Background: an optimization exercise with open tools, aiming at small area, a short achievable clock period and few clock cycles per item. Do not read the settings as production practice. In this exercise RTL edits were held to simulation tests only and were not proved equivalent to the original.

==> flow/design.v (outline; a module is shown in full before it is edited, if it fits) <==
// module bc5_block_decoder: 1515 lines
// module sq24_csa: 564 lines
module bc5_block_decoder (
    input  wire         clk,
    input  wire         rst,
    input  wire         in_valid,
    output wire         in_ready,
    input  wire [63:0]  in_red,
    input  wire [63:0]  in_green,
    input  wire         in_normal,
    output wire         out_valid,
    input  wire         out_ready,
    output wire [383:0] out_rgb
);
  // ...
==> flow/run.sh <==
#!/bin/bash
# synth_recipe.tcl (not shown) runs the flow's synth.tcl, then flattens the netlist and writes it again
# the make line also repeats each setting of config.mk as NAME=value (left out here)
make -C /OpenROAD-flow-scripts/flow DESIGN_CONFIG=/design/flow/config.mk WORK_HOME=/design/flow/orfs CLKGATE_MAP_FILE= SYNTH_SCRIPT=/design/flow/synth_recipe.tcl finish
==> flow/config.mk <==
export PLATFORM = sky130hd
export DESIGN_NAME = bc5_block_decoder
export DESIGN_NICKNAME = bc5_block_decoder
export VERILOG_FILES = /design/flow/design.v
export SDC_FILE = /design/flow/constraint.sdc
export NUM_CORES = 4
export LEC_CHECK = 0
export ABC_AREA = 1
export CAP_MARGIN = 20
export CORE_MARGIN = 2
export CORE_UTILIZATION = 60
export SLEW_MARGIN = 20
==> flow/constraint.sdc <==
create_clock -name core_clock -period 16.0 [get_ports {clk}]
set_input_delay 3.2000 -clock core_clock [delete_from_list [all_inputs] [get_ports {clk}]]
set_output_delay 3.2000 -clock core_clock [all_outputs]
set_load 0.01 [all_outputs]
==> flow_metrics.env, run 1 <==
export IMPL_route_met3_wl_mm=19.9
export IMPL_layout_area_top_class="multi-input gates"
export IMPL_layout_cell_area_non_filler_mm2=0.138
export IMPL_final_signal_inverter_count=2766
export IMPL_crit_start="s9_p_r[25]"
export IMPL_max_clock_path_buffers=3
export IMPL_worst_case_hold_slack_ns=0.304
export IMPL_drc_errors=0
export IMPL_timing_critical_path_arrival_ns=9.29
export IMPL_grt_met3_usage_pct=3.82
export IMPL_floorplan_die_height_um=459
export IMPL_number_of_setup_violations_in_the_final_report=0
export IMPL_yosysMostFrequentCell="sky130_fd_sc_hd__nand2_1"
export IMPL_worst_setup_path_endpoint="s10_t[23]"
export IMPL_multiInputCombCellCount=12200
export IMPL_post_cts_setup_buffers=0
export IMPL_synthesized_cell_area_mm2=0.124
export IMPL_cts_resized=0
export IMPL_number_of_cell_rows=167
export IMPL_met1_use_gr_pct=39.7
export IMPL_endpoint_kind="flip-flop"
export IMPL_core_area_mm2=0.207
export IMPL_run_status="complete, no violations"
export IMPL_synth_simple_area_share_pct=22.6
export IMPL_multi_input_area_share_pct=52.9
export IMPL_synth_common_cells="sky130_fd_sc_hd__nand2_1 (4,196), sky130_fd_sc_hd__inv_1 (2,697), sky130_fd_sc_hd__o21ai_0 (1,793), sky130_fd_sc_hd__nor2_1 (1,348), sky130_fd_sc_hd__dfxtp_1 (1,167)"
export IMPL_endpoint_of_the_worst_hold_path="s6_s_g[21]"
export IMPL_timing_critical_path_fanout_max=64
export IMPL_setup_slack_on_the_worst_flop_to_flop_path_ns=7.41
export IMPL_final_period_minus_worst_setup_slack_ns=8.59
export IMPL_timing_rr_end="s10_t[23]"
export IMPL_dpl_worst_slack_ns=7.59
export IMPL_signal_buffer_area_fraction_pct=4.46
export IMPL_maximum_number_of_pins_on_one_net_before_global_route_repair=161
export IMPL_synth_largest_type_area_fraction_pct=18.8
export IMPL_place_area_mm2=0.132
export IMPL_worst_hold_path_num_cells=0
export IMPL_n_clock_buffer=222
export IMPL_synth_xor_xnor_area_share_pct=4.76
Testbench counts, summed over its fixed seeds: cycles 7,816, items 480.
==> inputs of run 2 (changes only) <==
--- a/flow/design.v
+++ b/flow/design.v
@@ -1236,17 +1236,173 @@
                 3'd3: cz = v[19];
                 3'd4: cz = v[20];
                 default: cz = 1'b0;
             endcase
             near = (rm == {9'd0, r, 1'b0}) && !r[0] && cz;
             f_isqB2 = v[21] ? 8'd127 + n0 + {7'd0, near} : 8'd127;
         end
     endfunction
-    localparam NST = 16;             
+    function [9:0] f_c7x7;
+        input [2:0]    r0;
+        input [6:0] bits;
+        reg [2:0] r;
+        reg [3:0] r2;
+        reg [6:0] q;
+        integer k;
+        begin
+            r = r0;
+            for (k = 6; k >= 0; k = k - 1) begin
+                r2 = {r, bits[k]};
+                q[k] = (r2 >= 4'd7);
+                r = q[k] ? r2 - 4'd7 : r2[2:0];
+            end
+            f_c7x7 = {r, q};
+        end
+    endfunction
+    function [9:0] f_c5x7;
+        input [2:0]    r0;
+        input [6:0] bits;
+        reg [2:0] r;
+        reg [3:0] r2;
+        reg [6:0] q;
+        integer k;
+        begin
+            r = r0;
+            for (k = 6; k >= 0; k = k - 1) begin
+                r2 = {r, bits[k]};
+                q[k] = (r2 >= 4'd5);
+                r = q[k] ? r2 - 4'd5 : r2[2:0];
+            end
+            f_c5x7 = {r, q};
+        end
+    endfunction
+    function [9:0] f_dc7;
+        input [2:0] r0;
+        input [6:0] bits;
+        input       d7;
+        begin
+            f_dc7 = d7 ? f_c7x7(r0, bits) : f_c5x7(r0, bits);
+        end
+    endfunction
+    function [57:0] f_sum_sh;
+        input [61:0] v;
+        reg [30:0] bg, sm;
+        reg [5:0]  d;
+        reg [36:0] sh;
+        begin
+            bg = v[61:31];
+            sm = v[30:0];
+            d  = bg[29:24] - sm[29:24];
+            sh = {sm[23:0], 13'd0} >> d;
+            f_sum_sh = {bg, sm[30] ? {sh[36:11], |sh[10:0]} : 27'd0};
+        end
+    endfunction
+    function [34:0] f_sum_ad;
+        input [57:0] v;
+        begin
+            f_sum_ad = {v[57:51], {1'b0, v[50:27], 3'b000} + {1'b0, v[26:0]}};
+        end
+    endfunction
+    function [31:0] f_nxA;
+        input [30:0] c;
+        reg [5:0]  ex;
+        reg [3:0]  shn;
+        reg [23:0] q;
+        reg        g, st;
+        reg [24:0] qr, dv;
+        reg [33:0] ext;
+        begin
+            ex = c[29:24] + 6'd1;
+            if (!c[30] || ex == 6'd33) begin
+                f_nxA = {2'd0, 6'd32, 24'h800000};
+            end else if (ex == 6'd32 || ex == 6'd31) begin
+                f_nxA = {2'd1, ex, !ex[0] ? {1'b0, c[22:0]} : (~c[23:0] + 24'd1)};
+            end else begin
+                shn = 6'd31 - ex;
+                ext = {c[23:0], 10'd0} >> shn;
+                q   = ext[33:10];
+                g   = ext[9];
+                st  = |ext[8:0];
+                qr  = {1'b0, q} + {24'd0, g & (st | q[0])};
+                dv  = 25'h1000000 - qr;
+                f_nxA = {2'd2, 6'd31, dv[23:0]};
+            end
+        end
+    endfunction
+    function [30:0] f_nxB;
+        input [31:0] v;
+        begin
+            case (v[31:30])
+                2'd1:    f_nxB = f_norm24(v[23:0], v[29:24]);
+                2'd2:    f_nxB = {1'b1, 6'd31, v[23:0]};
+                default: f_nxB = {1'b1, 6'd32, 24'h800000};
+            endcase
+        end
+    endfunction
+    function [17:0] f_isq3;
+        input [17:0] st;
+        input [5:0]  xb;
+        reg [7:0]  r;
+        reg [17:0] rm, tr;
+        integer i;
+        begin
+            r  = st[17:10];
+            rm = {8'd0, st[9:0]};
+            for (i = 2; i >= 0; i = i - 1) begin
+                rm = {rm[15:0], xb[2*i+1 -: 2]};
+                tr = {8'd0, r, 2'b01};
+                if (rm >= tr) begin
+                    rm = rm - tr;
+                    r  = {r[6:0], 1'b1};
+                end else begin
+                    r  = {r[6:0], 1'b0};
+                end
+            end
+            f_isq3 = {r, rm[9:0]};
+        end
+    endfunction
+    function [7:0] f_isqF;
+        input [21:0] v;
+        input [17:0] h;
+        reg [15:0] xi;
+        reg [7:0]  r;
+        reg [17:0] rm, tr;
+        reg [7:0]  n0;
+        reg [2:0]  dd;
+        reg        near, cz;
+        integer i;
+        begin
+            xi = v[15:0];
+            r  = h[17:10];
+            rm = {8'd0, h[9:0]};
+            for (i = 1; i >= 0; i = i - 1) begin
+                rm = {rm[15:0], xi[2*i+1 -: 2]};
+                tr = {8'd0, r, 2'b01};
+                if (rm >= tr) begin
+                    rm = rm - tr;
+                    r  = {r[6:0], 1'b1};
+                end else begin
+                    r  = {r[6:0], 1'b0};
+                end
+            end
+            n0 = ({1'b0, r} + 9'd1) >> 1;
+            dd = f_dtab(r[7:1]);
+            case (dd)
+                3'd1: cz = v[17];
+                3'd2: cz = v[18];
+                3'd3: cz = v[19];
+                3'd4: cz = v[20];
+                default: cz = 1'b0;
+            endcase
+            near = (rm == {9'd0, r, 1'b0}) && !r[0] && cz;
+            f_isqF = v[21] ? 8'd127 + n0 + {7'd0, near} : 8'd127;
+        end
+    endfunction
+    localparam NST = 20;             
     reg  [3:0]   fidx;               
     reg          fsrc;               
     reg  [1:0]   outst;              
     reg  [4:0]   cap;                
     reg  [63:0]  ir_red, ir_green;
     reg          ir_normal;
     reg  [NST-1:0] vld;
     reg  [383:0] out_sr;
@@ -1340,183 +1496,227 @@
         s1_pa_r <= f_prA(s0_ar, sel_r[5:3]);
         s1_pb_r <= f_prA(s0_br, sel_r[2:0]);
         s1_pa_g <= f_prA(s0_ag, sel_g[5:3]);
         s1_pb_g <= f_prA(s0_bg, sel_g[2:0]);
         s1_k_r  <= sel_r[8:6];
         s1_k_g  <= sel_g[8:6];
         s1_nm   <= s0_nm;
     end
-    reg [61:0] s2_o_r, s2_o_g;
+    reg [30:0] s2_pa_r, s2_pb_r, s2_pa_g, s2_pb_g;
     reg [2:0]  s2_k_r, s2_k_g;
     reg        s2_nm;
     always @(posedge clk) begin
-        s2_o_r <= f_sum_ord(f_prB(s1_pa_r), f_prB(s1_pb_r));
-        s2_o_g <= f_sum_ord(f_prB(s1_pa_g), f_prB(s1_pb_g));
-        s2_k_r <= s1_k_r;
-        s2_k_g <= s1_k_g;
-        s2_nm  <= s1_nm;
+        s2_pa_r <= f_prB(s1_pa_r);
+        s2_pb_r <= f_prB(s1_pb_r);
+        s2_pa_g <= f_prB(s1_pa_g);
+        s2_pb_g <= f_prB(s1_pb_g);
+        s2_k_r  <= s1_k_r;
+        s2_k_g  <= s1_k_g;
+        s2_nm   <= s1_nm;
     end
-    reg [34:0] s3_sa_r, s3_sa_g;
+    reg [57:0] s3_a_r, s3_a_g;
     reg [2:0]  s3_k_r, s3_k_g;
     reg        s3_nm;
     always @(posedge clk) begin
-        s3_sa_r <= f_sum_al(s2_o_r);
-        s3_sa_g <= f_sum_al(s2_o_g);
-        s3_k_r  <= s2_k_r;
-        s3_k_g  <= s2_k_g;
-        s3_nm   <= s2_nm;
+        s3_a_r <= f_sum_sh(f_sum_ord(s2_pa_r, s2_pb_r));
+        s3_a_g <= f_sum_sh(f_sum_ord(s2_pa_g, s2_pb_g));
+        s3_k_r <= s2_k_r;
+        s3_k_g <= s2_k_g;
+        s3_nm  <= s2_nm;
     end
-    wire [30:0] sum_r = f_sum_b(s3_sa_r);
-    wire [30:0] sum_g = f_sum_b(s3_sa_g);
     reg [30:0] s4_s_r, s4_s_g;
-    reg [6:0]  s4_d_r, s4_d_g;
     reg [2:0]  s4_k_r, s4_k_g;
     reg        s4_nm;
     always @(posedge clk) begin
-        s4_s_r <= sum_r;
-        s4_s_g <= sum_g;
-        s4_d_r <= f_dc4(3'd0, sum_r[23:20], s3_k_r[0]);
-        s4_d_g <= f_dc4(3'd0, sum_g[23:20], s3_k_g[0]);
+        s4_s_r <= f_sum_b(f_sum_ad(s3_a_r));
+        s4_s_g <= f_sum_b(f_sum_ad(s3_a_g));
         s4_k_r <= s3_k_r;
         s4_k_g <= s3_k_g;
         s4_nm  <= s3_nm;
     end
+    wire [9:0] d5_r = f_dc7(3'd0, s4_s_r[23:17], s4_k_r[0]);
+    wire [9:0] d5_g = f_dc7(3'd0, s4_s_g[23:17], s4_k_g[0]);
     reg [30:0] s5_s_r, s5_s_g;
-    reg [12:0] s5_d_r, s5_d_g;       
+    reg [7:0]  s5_d_r, s5_d_g;       
     reg [2:0]  s5_k_r, s5_k_g;
     reg        s5_nm;
-    wire [10:0] d5_r = f_dc8(s4_d_r[6:4], s4_s_r[19:12], s4_k_r[0]);
-    wire [10:0] d5_g = f_dc8(s4_d_g[6:4], s4_s_g[19:12], s4_k_g[0]);
     always @(posedge clk) begin
         s5_s_r <= s4_s_r;
         s5_s_g <= s4_s_g;
-        s5_d_r <= {d5_r[10:8], s4_d_r[1:0], d5_r[7:0]};
-        s5_d_g <= {d5_g[10:8], s4_d_g[1:0], d5_g[7:0]};
+        s5_d_r <= {d5_r[9:7], d5_r[4:0]};
+        s5_d_g <= {d5_g[9:7], d5_g[4:0]};
         s5_k_r <= s4_k_r;
         s5_k_g <= s4_k_g;
         s5_nm  <= s4_nm;
     end
+    wire [9:0] d6_r = f_dc7(s5_d_r[7:5], s5_s_r[16:10], s5_k_r[0]);
+    wire [9:0] d6_g = f_dc7(s5_d_g[7:5], s5_s_g[16:10], s5_k_g[0]);
     reg [30:0] s6_s_r, s6_s_g;
-    reg [20:0] s6_d_r, s6_d_g;       
+    reg [14:0] s6_d_r, s6_d_g;       
     reg [2:0]  s6_k_r, s6_k_g;
     reg        s6_nm;
-    wire [10:0] d6_r = f_dc8(s5_d_r[12:10], s5_s_r[11:4], s5_k_r[0]);
-    wire [10:0] d6_g = f_dc8(s5_d_g[12:10], s5_s_g[11:4], s5_k_g[0]);
     always @(posedge clk) begin
         s6_s_r <= s5_s_r;
         s6_s_g <= s5_s_g;
-        s6_d_r <= {d6_r[10:8], s5_d_r[9:0], d6_r[7:0]};
-        s6_d_g <= {d6_g[10:8], s5_d_g[9:0], d6_g[7:0]};
+        s6_d_r <= {d6_r[9:7], s5_d_r[4:0], d6_r[6:0]};
+        s6_d_g <= {d6_g[9:7], s5_d_g[4:0], d6_g[6:0]};
         s6_k_r <= s5_k_r;
         s6_k_g <= s5_k_g;
         s6_nm  <= s5_nm;
     end
+    wire [9:0] d7_r = f_dc7(s6_d_r[14:12], s6_s_r[9:3], s6_k_r[0]);
+    wire [9:0] d7_g = f_dc7(s6_d_g[14:12], s6_s_g[9:3], s6_k_g[0]);
+    reg [30:0] s7_s_r, s7_s_g;
+    reg [21:0] s7_d_r, s7_d_g;       
+    reg [2:0]  s7_k_r, s7_k_g;
+    reg        s7_nm;
+    always @(posedge clk) begin
+        s7_s_r <= s6_s_r;
+        s7_s_g <= s6_s_g;
+        s7_d_r <= {d7_r[9:7], s6_d_r[11:0], d7_r[6:0]};
+        s7_d_g <= {d7_g[9:7], s6_d_g[11:0], d7_g[6:0]};
+        s7_k_r <= s6_k_r;
+        s7_k_g <= s6_k_g;
+        s7_nm  <= s6_nm;
+    end
     function [30:0] f_cfin;
         input [30:0] s;
-        input [20:0] d;
+        input [21:0] d;
         input [2:0]  k;
-        reg [10:0] t;
+        reg [9:0] t;
         begin
-            t = f_dc8(d[20:18], {s[3:0], 4'd0}, k[0]);
+            t = f_dc7(d[21:19], {s[2:0], 4'd0}, k[0]);
             case (k[2:1])
-                2'd0: f_cfin = f_div_fin(s, {t[10:8] != 3'd0, d[17:0], t[7:0]});
+                2'd0: f_cfin = f_div_fin(s, {t[9:7] != 3'd0, d[18:0], t[6:0]});
                 2'd1: f_cfin = s;
                 2'd2: f_cfin = 31'd0;
                 default: f_cfin = {1'b1, 6'd32, 24'h800000};
             endcase
         end
     endfunction
-    reg [30:0] s7_c_r, s7_c_g;
-    reg        s7_nm;
-    always @(posedge clk) begin
-        s7_c_r <= f_cfin(s6_s_r, s6_d_r, s6_k_r);
-        s7_c_g <= f_cfin(s6_s_g, s6_d_g, s6_k_g);
-        s7_nm  <= s6_nm;
-    end
-    reg [7:0]  s8_q_r, s8_q_g;
-    reg [30:0] s8_n_r, s8_n_g;
+    reg [30:0] s8_c_r, s8_c_g;
     reg        s8_nm;
     always @(posedge clk) begin
-        s8_q_r <= f_quant2(s7_c_r);
-        s8_q_g <= f_quant2(s7_c_g);
-        s8_n_r <= f_nx2(s7_c_r);
-        s8_n_g <= f_nx2(s7_c_g);
+        s8_c_r <= f_cfin(s7_s_r, s7_d_r, s7_k_r);
+        s8_c_g <= f_cfin(s7_s_g, s7_d_g, s7_k_g);
         s8_nm  <= s7_nm;
     end
-    wire [47:0] sq_s_r, sq_c_r, sq_s_g, sq_c_g;
-    sq24_csa u_sq_r (.x(s8_n_r[23:0]), .s(sq_s_r), .c(sq_c_r));
-    sq24_csa u_sq_g (.x(s8_n_g[23:0]), .s(sq_s_g), .c(sq_c_g));
-    wire [47:0] sq_p_r = sq_s_r + sq_c_r;
-    wire [47:0] sq_p_g = sq_s_g + sq_c_g;
     reg [7:0]  s9_q_r, s9_q_g;
-    reg [30:0] s9_n_r, s9_n_g;
-    reg [25:0] s9_p_r, s9_p_g;
+    reg [31:0] s9_n_r, s9_n_g;
     reg        s9_nm;
     always @(posedge clk) begin
-        s9_q_r <= s8_q_r;
-        s9_q_g <= s8_q_g;
-        s9_n_r <= s8_n_r;
-        s9_n_g <= s8_n_g;
-        s9_p_r <= sq_p_r[47:22];
-        s9_p_g <= sq_p_g[47:22];
+        s9_q_r <= f_quant2(s8_c_r);
+        s9_q_g <= f_quant2(s8_c_g);
+        s9_n_r <= f_nxA(s8_c_r);
+        s9_n_g <= f_nxA(s8_c_g);
         s9_nm  <= s8_nm;
     end
     reg [7:0]  s10_q_r, s10_q_g;
-    reg [30:0] s10_t, s10_y;
+    reg [30:0] s10_n_r, s10_n_g;
     reg        s10_nm;
     always @(posedge clk) begin
         s10_q_r <= s9_q_r;
         s10_q_g <= s9_q_g;
-        s10_t   <= f_om2(f_sqr_fin2(s9_n_r, s9_p_r));
-        s10_y   <= f_sqr_fin2(s9_n_g, s9_p_g);
+        s10_n_r <= f_nxB(s9_n_r);
+        s10_n_g <= f_nxB(s9_n_g);
         s10_nm  <= s9_nm;
     end
+    wire [47:0] sq_s_r, sq_c_r, sq_s_g, sq_c_g;
+    sq24_csa u_sq_r (.x(s10_n_r[23:0]), .s(sq_s_r), .c(sq_c_r));
+    sq24_csa u_sq_g (.x(s10_n_g[23:0]), .s(sq_s_g), .c(sq_c_g));
+    wire [22:0] sq_l_r = {1'b0, sq_s_r[21:0]} + {1'b0, sq_c_r[21:0]};
+    wire [22:0] sq_l_g = {1'b0, sq_s_g[21:0]} + {1'b0, sq_c_g[21:0]};
     reg [7:0]  s11_q_r, s11_q_g;
-    reg [33:0] s11_ra;
+    reg [30:0] s11_n_r, s11_n_g;
+    reg [25:0] s11_hs_r, s11_hc_r, s11_hs_g, s11_hc_g;
+    reg        s11_ci_r, s11_ci_g;
     reg        s11_nm;
     always @(posedge clk) begin
-        s11_q_r <= s10_q_r;
-        s11_q_g <= s10_q_g;
-        s11_ra  <= f_rad_a(s10_t, s10_y);
-        s11_nm  <= s10_nm;
+        s11_q_r  <= s10_q_r;
+        s11_q_g  <= s10_q_g;
+        s11_n_r  <= s10_n_r;
+        s11_n_g  <= s10_n_g;
+        s11_hs_r <= sq_s_r[47:22];
+        s11_hc_r <= sq_c_r[47:22];
+        s11_hs_g <= sq_s_g[47:22];
+        s11_hc_g <= sq_c_g[47:22];
+        s11_ci_r <= sq_l_r[22];
+        s11_ci_g <= sq_l_g[22];
+        s11_nm   <= s10_nm;
     end
+    wire [25:0] sq_h_r = s11_hs_r + s11_hc_r + {25'd0, s11_ci_r};
+    wire [25:0] sq_h_g = s11_hs_g + s11_hc_g + {25'd0, s11_ci_g};
     reg [7:0]  s12_q_r, s12_q_g;
-    reg [31:0] s12_rad;
+    reg [30:0] s12_x, s12_y;
     reg        s12_nm;
     always @(posedge clk) begin
         s12_q_r <= s11_q_r;
         s12_q_g <= s11_q_g;
-        s12_rad <= f_rad_b(s11_ra);
+        s12_x   <= f_sqr_fin2(s11_n_r, sq_h_r);
+        s12_y   <= f_sqr_fin2(s11_n_g, sq_h_g);
         s12_nm  <= s11_nm;
     end
     reg [7:0]  s13_q_r, s13_q_g;
-    reg [21:0] s13_b;
+    reg [30:0] s13_t, s13_y;
     reg        s13_nm;
     always @(posedge clk) begin
         s13_q_r <= s12_q_r;
         s13_q_g <= s12_q_g;
-        s13_b   <= f_blue_a(s12_rad[31], s12_rad[30:0]);
+        s13_t   <= f_om2(s12_x);
+        s13_y   <= s12_y;
         s13_nm  <= s12_nm;
     end
     reg [7:0]  s14_q_r, s14_q_g;
-    reg [21:0] s14_b;
-    reg [15:0] s14_h;
+    reg [33:0] s14_ra;
     reg        s14_nm;
     always @(posedge clk) begin
         s14_q_r <= s13_q_r;
         s14_q_g <= s13_q_g;
-        s14_b   <= s13_b;
-        s14_h   <= f_isqA6(s13_b[15:0]);
+        s14_ra  <= f_rad_a(s13_t, s13_y);
         s14_nm  <= s13_nm;
     end
-    reg [23:0] s15_res;
+    reg [7:0]  s15_q_r, s15_q_g;
+    reg [31:0] s15_rad;
+    reg        s15_nm;
+    always @(posedge clk) begin
+        s15_q_r <= s14_q_r;
+        s15_q_g <= s14_q_g;
+        s15_rad <= f_rad_b(s14_ra);
+        s15_nm  <= s14_nm;
+    end
+    reg [7:0]  s16_q_r, s16_q_g;
+    reg [21:0] s16_b;
+    reg        s16_nm;
+    always @(posedge clk) begin
+        s16_q_r <= s15_q_r;
+        s16_q_g <= s15_q_g;
+        s16_b   <= f_blue_a(s15_rad[31], s15_rad[30:0]);
+        s16_nm  <= s15_nm;
+    end
+    reg [7:0]  s17_q_r, s17_q_g, s18_q_r, s18_q_g;
+    reg [21:0] s17_b, s18_b;
+    reg [17:0] s17_h, s18_h;
+    reg        s17_nm, s18_nm;
+    always @(posedge clk) begin
+        s17_q_r <= s16_q_r;
+        s17_q_g <= s16_q_g;
+        s17_b   <= s16_b;
+        s17_h   <= f_isq3(18'd0, s16_b[15:10]);
+        s17_nm  <= s16_nm;
+        s18_q_r <= s17_q_r;
+        s18_q_g <= s17_q_g;
+        s18_b   <= s17_b;
+        s18_h   <= f_isq3(s17_h, s17_b[9:4]);
+        s18_nm  <= s17_nm;
+    end
+    reg [23:0] s19_res;
     always @(posedge clk)
-        s15_res <= {s14_nm ? f_isqB2(s14_b, s14_h) : 8'd0, s14_q_g, s14_q_r};
-    wire [23:0] res = s15_res;
+        s19_res <= {s18_nm ? f_isqF(s18_b, s18_h) : 8'd0, s18_q_g, s18_q_r};
+    wire [23:0] res = s19_res;
 endmodule
 module sq24_csa (
     input  wire [23:0] x,
     output wire [47:0] s,
     output wire [47:0] c
 );
     wire w1 = (x[0] & x[17]) ^ (x[1] & x[16]);
     wire w2 = (x[0] & x[17]) & (x[1] & x[16]);
==> flow/config.mk (replaced) <==
export PLATFORM = sky130hd
export DESIGN_NAME = bc5_block_decoder
export DESIGN_NICKNAME = bc5_block_decoder
export VERILOG_FILES = /design/flow/design.v
export SDC_FILE = /design/flow/constraint.sdc
export NUM_CORES = 4
export LEC_CHECK = 0
export ABC_AREA = 1
export CAP_MARGIN = 20
export CORE_MARGIN = 2
export CORE_UTILIZATION = 40
export SLEW_MARGIN = 20
==> run 2 against run 1 <==
  * Design area up 8.5%
  * Critical path type unchanged
  * Largest cell class unchanged
  * Non-clock buffer count up 8
  * Worst hold slack worse by 0.015 ns
  * Sequential share of layout area up 2.9 points
  * Critical path depth down 14
==> flow_metrics.env, run 2 <==
export IMPL_place_congestion=0.922
export IMPL_finalMaxSlewViolations=0
export IMPL_ctsHoldBuffers=0
export IMPL_final_cell_mix="sky130_fd_sc_hd__nand2_1 (4,094), sky130_fd_sc_hd__inv_1 (2,892), sky130_fd_sc_hd__o21ai_0 (1,718), sky130_fd_sc_hd__dfxtp_1 (1,548), sky130_fd_sc_hd__nor2_1 (1,280)"
export IMPL_final_period_minus_worst_setup_slack_ns=7.48
export IMPL_max_cap_violations=0
export IMPL_yosysSeqAreaShare_pct=35.0
export IMPL_top_regs="out_sr: 384 flops, ir_green: 64 flops, ir_red: 64 flops"
export IMPL_dp_hpwl_mm=282
export IMPL_drc_errors=0
export IMPL_cts_num_sinks=2064
export IMPL_floorplan_io_pins=519
export IMPL_die_area_mm2=0.336
export IMPL_core_area_mm2=0.330
export IMPL_synth_async_sr_flop_share_pct=0
export IMPL_place_port_buffers=518
export IMPL_floorplan_die_height_um=580
export IMPL_die_w_um=580
export IMPL_netlist_top_cells_area="sky130_fd_sc_hd__dfxtp_1 (23%), sky130_fd_sc_hd__edfxtp_1 (12%), sky130_fd_sc_hd__nand2_1 (12%), sky130_fd_sc_hd__inv_1 (8.2%), sky130_fd_sc_hd__ha_1 (7.6%)"
export IMPL_yosysMostFrequentCell="sky130_fd_sc_hd__nand2_1"
export IMPL_place_area_mm2=0.142
export IMPL_final_layout_fill_cell_count=33200
export IMPL_worst_case_hold_slack_ns=0.289
export IMPL_unrepaired_setup_endpoints_after_global_routing="no"
export IMPL_number_of_cell_rows=211
export IMPL_maxSlewHeadroom_pct=22.5
export IMPL_critPathMaxStageDelay_ns=1.10
export IMPL_hp_class="flip-flop to flip-flop"
export IMPL_finish_cell_count_without_fillers=22600
export IMPL_setup_slack_ns=8.52
export IMPL_run_status="complete, no violations"
export IMPL_dpl_worst_slack_ns=8.59
export IMPL_synth_largest_area_cell="sky130_fd_sc_hd__dfxtp_1"
export IMPL_area_growth_pct=13.1
export IMPL_clock_tree_from_tritoncts="done"
export IMPL_fin_worst_skew_ns=0.0757
export IMPL_cts_resized=0
export IMPL_synth_largest_type_area_fraction_pct=23.4
export IMPL_drt_antenna_violating_nets=0
export IMPL_critical_path_class="flip-flop to flip-flop"
export IMPL_commonest_non_fill_non_tap_cell_in_the_layout="sky130_fd_sc_hd__nand2_1"
export IMPL_grt_remaining_overflow=0
export IMPL_timing_setup_tns_ns=0
export IMPL_ys_types=90
export IMPL_drt_wl_total_mm=363
export IMPL_cts_made_buffers=225
export IMPL_start_kind="flip-flop"
export IMPL_synthesized_cell_area_mm2=0.133
export IMPL_dp_cells=22200
export IMPL_critical_path_required_ns=16.77
export IMPL_number_of_setup_violations_in_the_final_report=0
export IMPL_clk_latency_ns=0.94
export IMPL_yosys_most_used_dff="sky130_fd_sc_hd__dfxtp_1"
export IMPL_first_global_vias=108000
export IMPL_post_synthesis_instance_total=17800
export IMPL_worst_slew_pin_transition_ns=1.16
export IMPL_yosys_warnings=5
export IMPL_route_detailed_vias_per_inst=5.01
export IMPL_global_route_wire_length_before_repair_mm=580
export IMPL_period_share_pct=46.8
export IMPL_endpoint_kind="flip-flop"
export IMPL_clk_pin_slew_worst_paths_ns=0.07
export IMPL_setup_slack_on_the_worst_flop_to_flop_path_ns=8.52
export IMPL_drt_first_pass_iters=6
export IMPL_drt_initial_drc_count=8117
export IMPL_post_synth_cell_area_avg_um2=7.48
export IMPL_regMostFlops="out_sr"
export IMPL_post_cts_setup_buffers=0
export IMPL_initial_antenna_violation_count=20
export IMPL_max_clock_path_buffers=4
export IMPL_synth_edf_count=513
export IMPL_final_net_count=19400
export IMPL_ys_ff_latch=2064
export IMPL_crit_start="s8_c_g[25]"
export IMPL_start_util_pct=40.2
export IMPL_worst_path_max_delay_cell="sky130_fd_sc_hd__ha_1"
export IMPL_layout_cell_area_non_filler_mm2=0.150
export IMPL_fmax_ghz=0.134
export IMPL_timing_critical_path_arrival_ns=8.26
export IMPL_htree_num_levels=4
export IMPL_avgRoutedWirePerCell_um=16.1
export IMPL_timing_critical_path_fanout_max=49
export IMPL_worst_r2r_startpoint="s8_c_g[25]"
export IMPL_via_count=113000
export IMPL_maximum_number_of_pins_on_one_net_before_global_route_repair=182
export IMPL_reg2reg_depth=34
export IMPL_synth_common_cells="sky130_fd_sc_hd__nand2_1 (4,096), sky130_fd_sc_hd__inv_1 (2,894), sky130_fd_sc_hd__o21ai_0 (1,719), sky130_fd_sc_hd__dfxtp_1 (1,551), sky130_fd_sc_hd__nor2_1 (1,281)"
export IMPL_number_of_flip_flops_under_the_largest_register_name=384
export IMPL_cts_root_buffer_cell="sky130_fd_sc_hd__clkbuf_16"
export IMPL_groute_usage_overall_pct=21.0
export IMPL_timing_rr_end="s9_n_g[23]"
export IMPL_share_of_final_layout_standard_cells_stronger_than_drive_strength_1_pct=4.35
export IMPL_finalHoldViolations=0
export IMPL_worst_setup_path_endpoint="s9_n_g[23]"
-- run 2: kinds of logic after synthesis --
kind of cell,Yosys count,synth area share [%]
mux,130,0.989
simple gates,6731,21.0
other cells,1,0.00283
xor+xnor,668,4.41
flops,2064,35.0
buf+inv,3539,10.1
fa+ha+maj,1249,14.3
compound gates,3371,14.2
-- run 2: stage by stage --
stage	util (%)
6_report	45.4
5_1_grt	45.4
4_1_cts	45.4
3_5_place_dp	43.0
3_3_place_gp	43.0
2_1_floorplan	-
-- run 2: worst min path at each step --
stage / to / startpoint / slack, ns / depth (start not counted)
floorplan: s10_nm / s9_nm / 0.31 / 0
global placement: s6_d_r[10] / s5_d_r[3] / 0.31 / 0
detailed placement: s10_q_g[0] / s9_q_g[0] / 0.31 / 0
CTS: s6_s_r[9] / s5_s_r[9] / 0.29 / 0
global route: s14_q_g[5] / s13_q_g[5] / 0.29 / 0
finish: s14_q_g[5] / s13_q_g[5] / 0.29 / 0
-- run 2: final cells by class --
type,instances,area [um2],share of cell area [%]
Inverter,2962,11100,7.41
Antenna cell,3,7.51,0.00500
Tap cell,4366,5460,3.64
Clock inverter,122,1570,1.04
Clock buffer,286,6370,4.25
Multi-Input combinational cell,12200,72900,48.6
Sequential cell,2064,46500,31.0
Timing Repair Buffer,651,6200,4.13
-- run 2: layer usage --
metal | global-route usage (%) | vias up | share of wire, %
met5 | 0 | - | 0.060
met4 | 6.12 | 32 | 2.9
li1 | - | 57800 | -
met1 | 27.8 | 52000 | 45
met3 | 2.88 | 501 | 5.5
met2 | 35.4 | 2857 | 46
-- run 2: critical path, delay by kind of cell (launching register included) --
| kind | cells | cell delay [ns] |
|---|---|---|
| compound gates | 15 | 2.33 |
| buf+inv | 6 | 1.93 |
| flops | 1 | 0.31 |
| mux | 1 | 0.30 |
| fa+ha+maj | 4 | 1.67 |
| simple gates | 8 | 0.81 |
Testbench counts of run 2, summed over its fixed seeds: cycles 7,848, items 480.
==> inputs of run 3 (changes only) <==
--- a/flow/config.mk
+++ b/flow/config.mk
@@ -6,7 +6,7 @@
 export NUM_CORES = 4
 export LEC_CHECK = 0
 export ABC_AREA = 1
-export CAP_MARGIN = 20
+export CAP_MARGIN = 40
 export CORE_MARGIN = 2
 export CORE_UTILIZATION = 40
-export SLEW_MARGIN = 20
+export SLEW_MARGIN = 60
==> run 3 against run 2 <==
  * Critical path depth did not move
  * Register-to-register slack improved by 0.98 ns
  * Fmax rose by 15%
  * Critical endpoint unchanged
  * Largest cell class unchanged
  * Highest routed layer unchanged
==> flow_metrics.env, run 3 <==
export IMPL_commonest_non_fill_non_tap_cell_in_the_layout="sky130_fd_sc_hd__nand2_1"
export IMPL_maximum_number_of_pins_on_one_net_before_global_route_repair=113
export IMPL_first_global_vias=108000
export IMPL_worst_slew_pin_transition_ns=0.595
export IMPL_finalHoldViolations=0
export IMPL_via_count=114000
export IMPL_start_kind="flip-flop"
export IMPL_synth_async_sr_flop_share_pct=0
export IMPL_htree_num_levels=4
export IMPL_floorplan_io_pins=519
export IMPL_share_of_final_layout_standard_cells_stronger_than_drive_strength_1_pct=4.82
export IMPL_drt_wl_total_mm=363
export IMPL_global_route_wire_length_before_repair_mm=581
export IMPL_post_synth_cell_area_avg_um2=7.48
export IMPL_place_area_mm2=0.143
export IMPL_cts_num_sinks=2064
export IMPL_clk_latency_ns=0.94
export IMPL_clock_tree_from_tritoncts="done"
export IMPL_final_net_count=19400
export IMPL_ys_types=90
export IMPL_yosys_mux_area_fraction_pct=0.989
export IMPL_period_share_pct=40.6
export IMPL_sequential_cell_area_mm2=0.0465
export IMPL_die_w_um=580
export IMPL_synth_common_cells="sky130_fd_sc_hd__nand2_1 (4,096), sky130_fd_sc_hd__inv_1 (2,894), sky130_fd_sc_hd__o21ai_0 (1,719), sky130_fd_sc_hd__dfxtp_1 (1,551), sky130_fd_sc_hd__nor2_1 (1,281)"
export IMPL_ctsHoldBuffers=0
export IMPL_place_port_buffers=518
export IMPL_synth_simple_area_share_pct=21.0
export IMPL_finalMaxSlewViolations=0
export IMPL_synth_largest_area_cell="sky130_fd_sc_hd__dfxtp_1"
export IMPL_synth_xor_xnor_area_share_pct=4.41
export IMPL_critical_path_required_ns=16.81
export IMPL_drt_first_pass_iters=7
export IMPL_max_clock_path_buffers=4
export IMPL_avgRoutedWirePerCell_um=16.1
export IMPL_timing_critical_path_arrival_ns=7.31
export IMPL_die_area_mm2=0.336
export IMPL_drt_initial_drc_count=8318
export IMPL_cts_made_buffers=223
export IMPL_fin_worst_skew_ns=0.0758
export IMPL_final_layout_fill_cell_count=33300
export IMPL_groute_usage_overall_pct=21.0
export IMPL_start_util_pct=40.2
export IMPL_fmax_ghz=0.154
export IMPL_dp_hpwl_mm=282
export IMPL_unrepaired_setup_endpoints_after_global_routing="no"
export IMPL_area_growth_pct=13.3
export IMPL_maxSlewHeadroom_pct=60.2
export IMPL_drc_errors=0
export IMPL_main_combinational_cell_family_by_area_after_synthesis="simple AND/OR/NAND/NOR gates"
export IMPL_cts_resized=0
export IMPL_synth_largest_type_area_fraction_pct=23.4
export IMPL_timing_setup_tns_ns=0
export IMPL_synth_compound_gate_area_share_pct=14.2
export IMPL_synthesized_cell_area_mm2=0.133
export IMPL_worstPathBufferInverterCount=6
export IMPL_cp_top_family="compound AO/OA/AOI/OAI gates"
export IMPL_critPathMaxStageDelay_ns=0.79
export IMPL_regMostFlops="out_sr"
export IMPL_clk_pin_slew_worst_paths_ns=0.07
export IMPL_final_period_minus_worst_setup_slack_ns=6.50
export IMPL_setup_slack_ns=9.50
export IMPL_hp_class="flip-flop to flip-flop"
export IMPL_drt_antenna_violating_nets=0
export IMPL_worst_path_max_delay_cell="sky130_fd_sc_hd__ha_2"
export IMPL_top_regs="out_sr: 384 flops, ir_green: 64 flops, ir_red: 64 flops"
export IMPL_number_of_flip_flops_under_the_largest_register_name=384
export IMPL_max_cap_violations=0
export IMPL_yosysMostFrequentCell="sky130_fd_sc_hd__nand2_1"
export IMPL_ys_ff_latch=2064
export IMPL_grt_remaining_overflow=0
export IMPL_post_synthesis_instance_total=17800
export IMPL_route_detailed_vias_per_inst=5.02
export IMPL_endpoint_kind="flip-flop"
export IMPL_layout_cell_area_non_filler_mm2=0.150
export IMPL_synth_edf_count=513
export IMPL_netlist_top_cells_area="sky130_fd_sc_hd__dfxtp_1 (23%), sky130_fd_sc_hd__edfxtp_1 (12%), sky130_fd_sc_hd__nand2_1 (12%), sky130_fd_sc_hd__inv_1 (8.2%), sky130_fd_sc_hd__ha_1 (7.6%)"
export IMPL_floorplan_die_height_um=580
export IMPL_initial_antenna_violation_count=20
export IMPL_area_of_the_multi_input_gates_mm2=0.0731
export IMPL_cts_root_buffer_cell="sky130_fd_sc_hd__clkbuf_16"
export IMPL_critical_path_class="flip-flop to flip-flop"
export IMPL_adder_cell_share_of_the_synthesized_area_pct=14.3
export IMPL_post_cts_setup_buffers=0
export IMPL_run_status="complete, no violations"
export IMPL_yosys_warnings=5
export IMPL_final_util_pct=45.5
export IMPL_yosys_most_used_dff="sky130_fd_sc_hd__dfxtp_1"
export IMPL_yosysSeqAreaShare_pct=35.0
export IMPL_dpl_worst_slack_ns=9.27
export IMPL_core_area_mm2=0.330
export IMPL_number_of_setup_violations_in_the_final_report=0
export IMPL_place_congestion=0.922
export IMPL_timing_critical_path_fanout_max=49
export IMPL_final_cell_mix="sky130_fd_sc_hd__nand2_1 (4,087), sky130_fd_sc_hd__inv_1 (2,868), sky130_fd_sc_hd__o21ai_0 (1,701), sky130_fd_sc_hd__dfxtp_1 (1,541), sky130_fd_sc_hd__nor2_1 (1,266)"
export IMPL_number_of_cell_rows=211
## run 3: cell counts after synthesis
Identical to the previous run, type by type.
## run 3: cell type report
class / instances / area share (%)
Antenna cell: 6 / 0.00998
Timing Repair Buffer: 664 / 4.26
Multi-Input combinational cell: 12200 / 48.6
Clock buffer: 286 / 4.15
Tap cell: 4366 / 3.63
Clock inverter: 127 / 1.04
Sequential cell: 2064 / 30.9
Inverter: 2962 / 7.41
## run 3: path summary, 6_finish.rpt
kind	depth (start not counted)	to	from	slack (ns)
hold reg to reg	0	s13_nm	s12_nm	0.31
setup / recovery	34	s9_n_g[23]	s8_c_g[25]	9.50
setup reg to reg	34	s9_n_g[23]	s8_c_g[25]	9.50
hold / removal	0	s13_nm	s12_nm	0.31
## run 3: per-layer routing
metal / vias up / global-route usage (%) / wire, um
li1: 57900 / - / -
met1: 52300 / 27.9 / 165000
met2: 2879 / 35.5 / 168000
met3: 510 / 2.85 / 20000
met4: 30 / 5.95 / 10300
met5: - / 0 / 207
## run 3: through the flow
step	std cells	hold slack, ns
CTS	22600	0.308
detailed placement	22200	0.312
global placement	22200	0.310
global route	22600	0.316
floorplan	17800	0.310
finish	22600	0.313
## run 3: kinds of logic after synthesis
| group | count (synthesis) |
|---|---|
| xor+xnor | 668 |
| simple gates | 6731 |
| compound gates | 3371 |
| flops | 2064 |
| buf+inv | 3539 |
| mux | 130 |
| fa+ha+maj | 1249 |
| other cells | 1 |
==> inputs of run 4 (changes only) <==
--- a/flow/config.mk
+++ b/flow/config.mk
@@ -6,7 +6,7 @@
 export NUM_CORES = 4
 export LEC_CHECK = 0
 export ABC_AREA = 1
-export CAP_MARGIN = 40
+export CAP_MARGIN = 60
 export CORE_MARGIN = 2
 export CORE_UTILIZATION = 40
-export SLEW_MARGIN = 60
+export SLEW_MARGIN = 85
==> run 4 against run 3 <==
  * Global-route usage grew 1.0 points
  * Sequential cell count is the same
  * Worst setup slack lost 2.2 ns
  * Register-to-register slack lost 2.2 ns
  * First-iteration DRC count shrank 8.9%
  * Final cell count grew 3.6%
  * Die area is the same
  * Critical path depth shrank 2
  * Routed wire length grew 6.2%
  * Design area grew 18%
  * Highest routed layer unchanged
==> flow_metrics.env, run 4 <==
export IMPL_run_status="complete, no violations"
export IMPL_number_of_setup_violations_in_the_final_report=0
export IMPL_core_area_mm2=0.330
export IMPL_drc_errors=0
export IMPL_finalHoldViolations=0
export IMPL_route_detailed_vias_per_inst=5.08
export IMPL_final_cell_mix="sky130_fd_sc_hd__nand2_1 (3,933), sky130_fd_sc_hd__inv_1 (2,731), sky130_fd_sc_hd__dfxtp_1 (1,252), sky130_fd_sc_hd__nor2_1 (990), sky130_fd_sc_hd__clkdlybuf4s50_1 (723)"
export IMPL_drt_initial_drc_count=7579
export IMPL_synth_edf_count=513
export IMPL_clock_tree_from_tritoncts="done"
export IMPL_timing_rr_end="s14_ra[16]"
export IMPL_critical_path_required_ns=16.85
export IMPL_synth_async_sr_flop_share_pct=0
export IMPL_yosys_most_used_dff="sky130_fd_sc_hd__dfxtp_1"
export IMPL_hp_class="flip-flop to flip-flop"
export IMPL_number_of_cell_rows=211
export IMPL_global_route_wire_length_before_repair_mm=612
export IMPL_clk_latency_ns=0.93
export IMPL_endpoint_kind="flip-flop"
export IMPL_drt_antenna_violating_nets=0
export IMPL_ctsHoldBuffers=0
export IMPL_place_congestion=0.922
export IMPL_critPathMaxStageDelay_ns=0.53
export IMPL_final_net_count=20300
export IMPL_worst_r2r_startpoint="s13_t[24]"
export IMPL_yosysSeqAreaShare_pct=35.0
export IMPL_fin_worst_skew_ns=0.0690
export IMPL_timing_setup_tns_ns=0
export IMPL_critical_path_class="flip-flop to flip-flop"
export IMPL_reg2reg_depth=32
export IMPL_floorplan_io_pins=519
export IMPL_cts_root_buffer_cell="sky130_fd_sc_hd__clkbuf_16"
export IMPL_worst_case_hold_slack_ns=0.296
export IMPL_worst_hold_path_num_cells=0
export IMPL_clk_pin_slew_worst_paths_ns=0.06
export IMPL_initial_antenna_violation_count=21
export IMPL_groute_usage_overall_pct=22.0
export IMPL_commonest_non_fill_non_tap_cell_in_the_layout="sky130_fd_sc_hd__nand2_1"
export IMPL_fmax_ghz=0.115
export IMPL_drt_wl_total_mm=386
export IMPL_cts_num_sinks=2064
export IMPL_via_count=119000
export IMPL_first_global_vias=115000
export IMPL_post_synth_cell_area_avg_um2=7.48
export IMPL_avgRoutedWirePerCell_um=16.5
export IMPL_worst_path_most_repeated_cell="sky130_fd_sc_hd__clkdlybuf4s50_1"
export IMPL_drt_first_pass_iters=9
export IMPL_yosysMostFrequentCell="sky130_fd_sc_hd__nand2_1"
export IMPL_place_port_buffers=518
export IMPL_synthesized_cell_area_mm2=0.133
export IMPL_final_util_pct=53.9
export IMPL_period_share_pct=54.5
export IMPL_timing_critical_path_fanout_max=18
export IMPL_dp_hpwl_mm=302
export IMPL_start_util_pct=40.2
export IMPL_ys_types=90
export IMPL_final_layout_fill_cell_count=29900
export IMPL_endpoint_of_the_worst_hold_path="s5_s_r[24]"
export IMPL_ys_ff_latch=2064
export IMPL_regMostFlops="out_sr"
export IMPL_setup_slack_ns=7.27
export IMPL_die_w_um=580
export IMPL_yosys_warnings=5
export IMPL_setup_slack_on_the_worst_flop_to_flop_path_ns=7.27
export IMPL_max_cap_violations=0
export IMPL_grt_remaining_overflow=0
export IMPL_post_synthesis_instance_total=17800
export IMPL_synth_largest_area_cell="sky130_fd_sc_hd__dfxtp_1"
export IMPL_top_regs="out_sr: 384 flops, ir_green: 64 flops, ir_red: 64 flops"
export IMPL_worst_path_max_delay_cell="sky130_fd_sc_hd__clkdlybuf4s50_1"
export IMPL_crit_start="s13_t[24]"
export IMPL_finalMaxSlewViolations=0
export IMPL_number_of_flip_flops_under_the_largest_register_name=384
export IMPL_cts_resized=0
export IMPL_area_growth_pct=34.2
export IMPL_htree_num_levels=4
export IMPL_synth_common_cells="sky130_fd_sc_hd__nand2_1 (4,096), sky130_fd_sc_hd__inv_1 (2,894), sky130_fd_sc_hd__o21ai_0 (1,719), sky130_fd_sc_hd__dfxtp_1 (1,551), sky130_fd_sc_hd__nor2_1 (1,281)"
export IMPL_maximum_number_of_pins_on_one_net_before_global_route_repair=34
export IMPL_cts_made_buffers=225
export IMPL_max_clock_path_buffers=4
export IMPL_synth_largest_type_area_fraction_pct=23.4
export IMPL_start_kind="flip-flop"
export IMPL_netlist_top_cells_area="sky130_fd_sc_hd__dfxtp_1 (23%), sky130_fd_sc_hd__edfxtp_1 (12%), sky130_fd_sc_hd__nand2_1 (12%), sky130_fd_sc_hd__inv_1 (8.2%), sky130_fd_sc_hd__ha_1 (7.6%)"
export IMPL_post_cts_setup_buffers=0
export IMPL_die_area_mm2=0.336
export IMPL_share_of_final_layout_standard_cells_stronger_than_drive_strength_1_pct=22.5
export IMPL_floorplan_die_height_um=580
export IMPL_final_period_minus_worst_setup_slack_ns=8.73
export IMPL_dpl_worst_slack_ns=7.45
export IMPL_unrepaired_setup_endpoints_after_global_routing="no"
export IMPL_timing_critical_path_arrival_ns=9.58
export IMPL_hold_path_startpoint="s4_s_r[24]"
run 4: cell types whose count changed in the layout (fill, tap and decap cells not counted), moves of 244 or more:
cell                      previous run  this run
sky130_fd_sc_hd__a21oi_1           794       550
sky130_fd_sc_hd__o21ai_1           121       524
sky130_fd_sc_hd__xor2_1            504       259
sky130_fd_sc_hd__nor2_1           1266       990
sky130_fd_sc_hd__dfxtp_1          1541      1252
sky130_fd_sc_hd__o21ai_0          1701       488
sky130_fd_sc_hd__o21ai_2            15       591
run 4: how the worst max path moves through the flow:
| stage | to | slack, ns | cells past startpoint |
|---|---|---|---|
| 6_report | s14_ra[16] | 7.27 | 32 |
| 5_1_grt | s14_ra[16] | 6.90 | 32 |
| 4_1_cts | s14_ra[12] | 7.49 | 33 |
| 3_5_place_dp | s14_ra[12] | 7.45 | 33 |
| 3_3_place_gp | s9_n_g[23] | 8.61 | 34 |
| 2_1_floorplan | cap[4] | 4.70 | 7 |
run 4: cell families after synthesis:
group	count (synthesis)	synth area share, %
compound gates	3371	14.2
xor+xnor	668	4.41
fa+ha+maj	1249	14.3
buf+inv	3539	10.1
flops	2064	35.0
mux	130	0.989
other cells	1	0.00283
simple gates	6731	21.0
run 4: critical path: cells and delay by family (launching register included):
kind	cells	cell delay, ns
buffers and inverters	16	5.56
AO/OA/AOI/OAI	9	1.47
adder cells (fa/ha/maj)	3	0.89
XOR/XNOR	1	0.17
AND/OR/NAND/NOR	3	0.30
flip-flops	1	0.29
run 4: layer usage:
layer | vias to the layer above | GRT usage (%) | wire (um)
li1 | 59600 | - | -
met1 | 56000 | 28.7 | 169000
met2 | 2892 | 37.9 | 186000
met3 | 620 | 2.96 | 19200
met4 | 30 | 6.27 | 11600
met5 | - | 0 | 195
run 4: per-stage QoR:
| stage | instances | instance area (um2) |
|---|---|---|
| 2_1_floorplan | 17800 | 133000 |
| 3_3_place_gp | 22200 | 142000 |
| 3_5_place_dp | 22900 | 164000 |
| 4_1_cts | 23300 | 172000 |
| 5_1_grt | 23400 | 178000 |
| 6_report | 23400 | 178000 |
run 4: area by class of cell:
class / instances / area, um2 / share of cell area [%]
diodes: 8 / 20.0 / 0.0112
flip-flops and latches: 2064 / 47000 / 26.4
clock inverters: 114 / 1420 / 0.796
well taps: 4366 / 5460 / 3.07
inverters: 2962 / 11600 / 6.52
multi-input cells: 12200 / 91500 / 51.4
repair buffers: 1481 / 14600 / 8.22
clock buffers: 301 / 6460 / 3.62

afterwards: timing with drivers on the ports:
The results above use ideal ports. As a check the final layouts listed here were re-extracted and re-timed, cells and wires unchanged. Step 1 (the two cells are an assumption about what drives the block):
set clk [get_ports {clk}]
set_driving_cell -lib_cell sky130_fd_sc_hd__clkbuf_16 $clk
set_driving_cell -lib_cell sky130_fd_sc_hd__buf_2 [delete_from_list [all_inputs] $clk]
Step 2 also shifts input and output timing later by t, the mid clock arrival at the registers, as if the neighbouring blocks saw the same clock. Slacks: no drivers / after step 1 / after step 2; pairs: no drivers / after step 1.
run	t (ns)	slack for setup (ns)	hold slack, ns
run 1	0.941	7.408 / 7.408 / 7.408	0.304 / 0.304 / 0.304
run 2	1.002	8.516 / 8.516 / 8.482	0.289 / 0.289 / 0.289
run 3	1.002	9.498 / 9.498 / 9.435	0.313 / 0.313 / 0.313
run 4	1.002	7.273 / 7.273 / 7.273	0.296 / 0.296 / 0.296
After both steps every run listed still meets setup and hold. The setup slack of run 3, which loses most, moves by 0.000 ns with the drivers and by -0.063 ns with both steps.
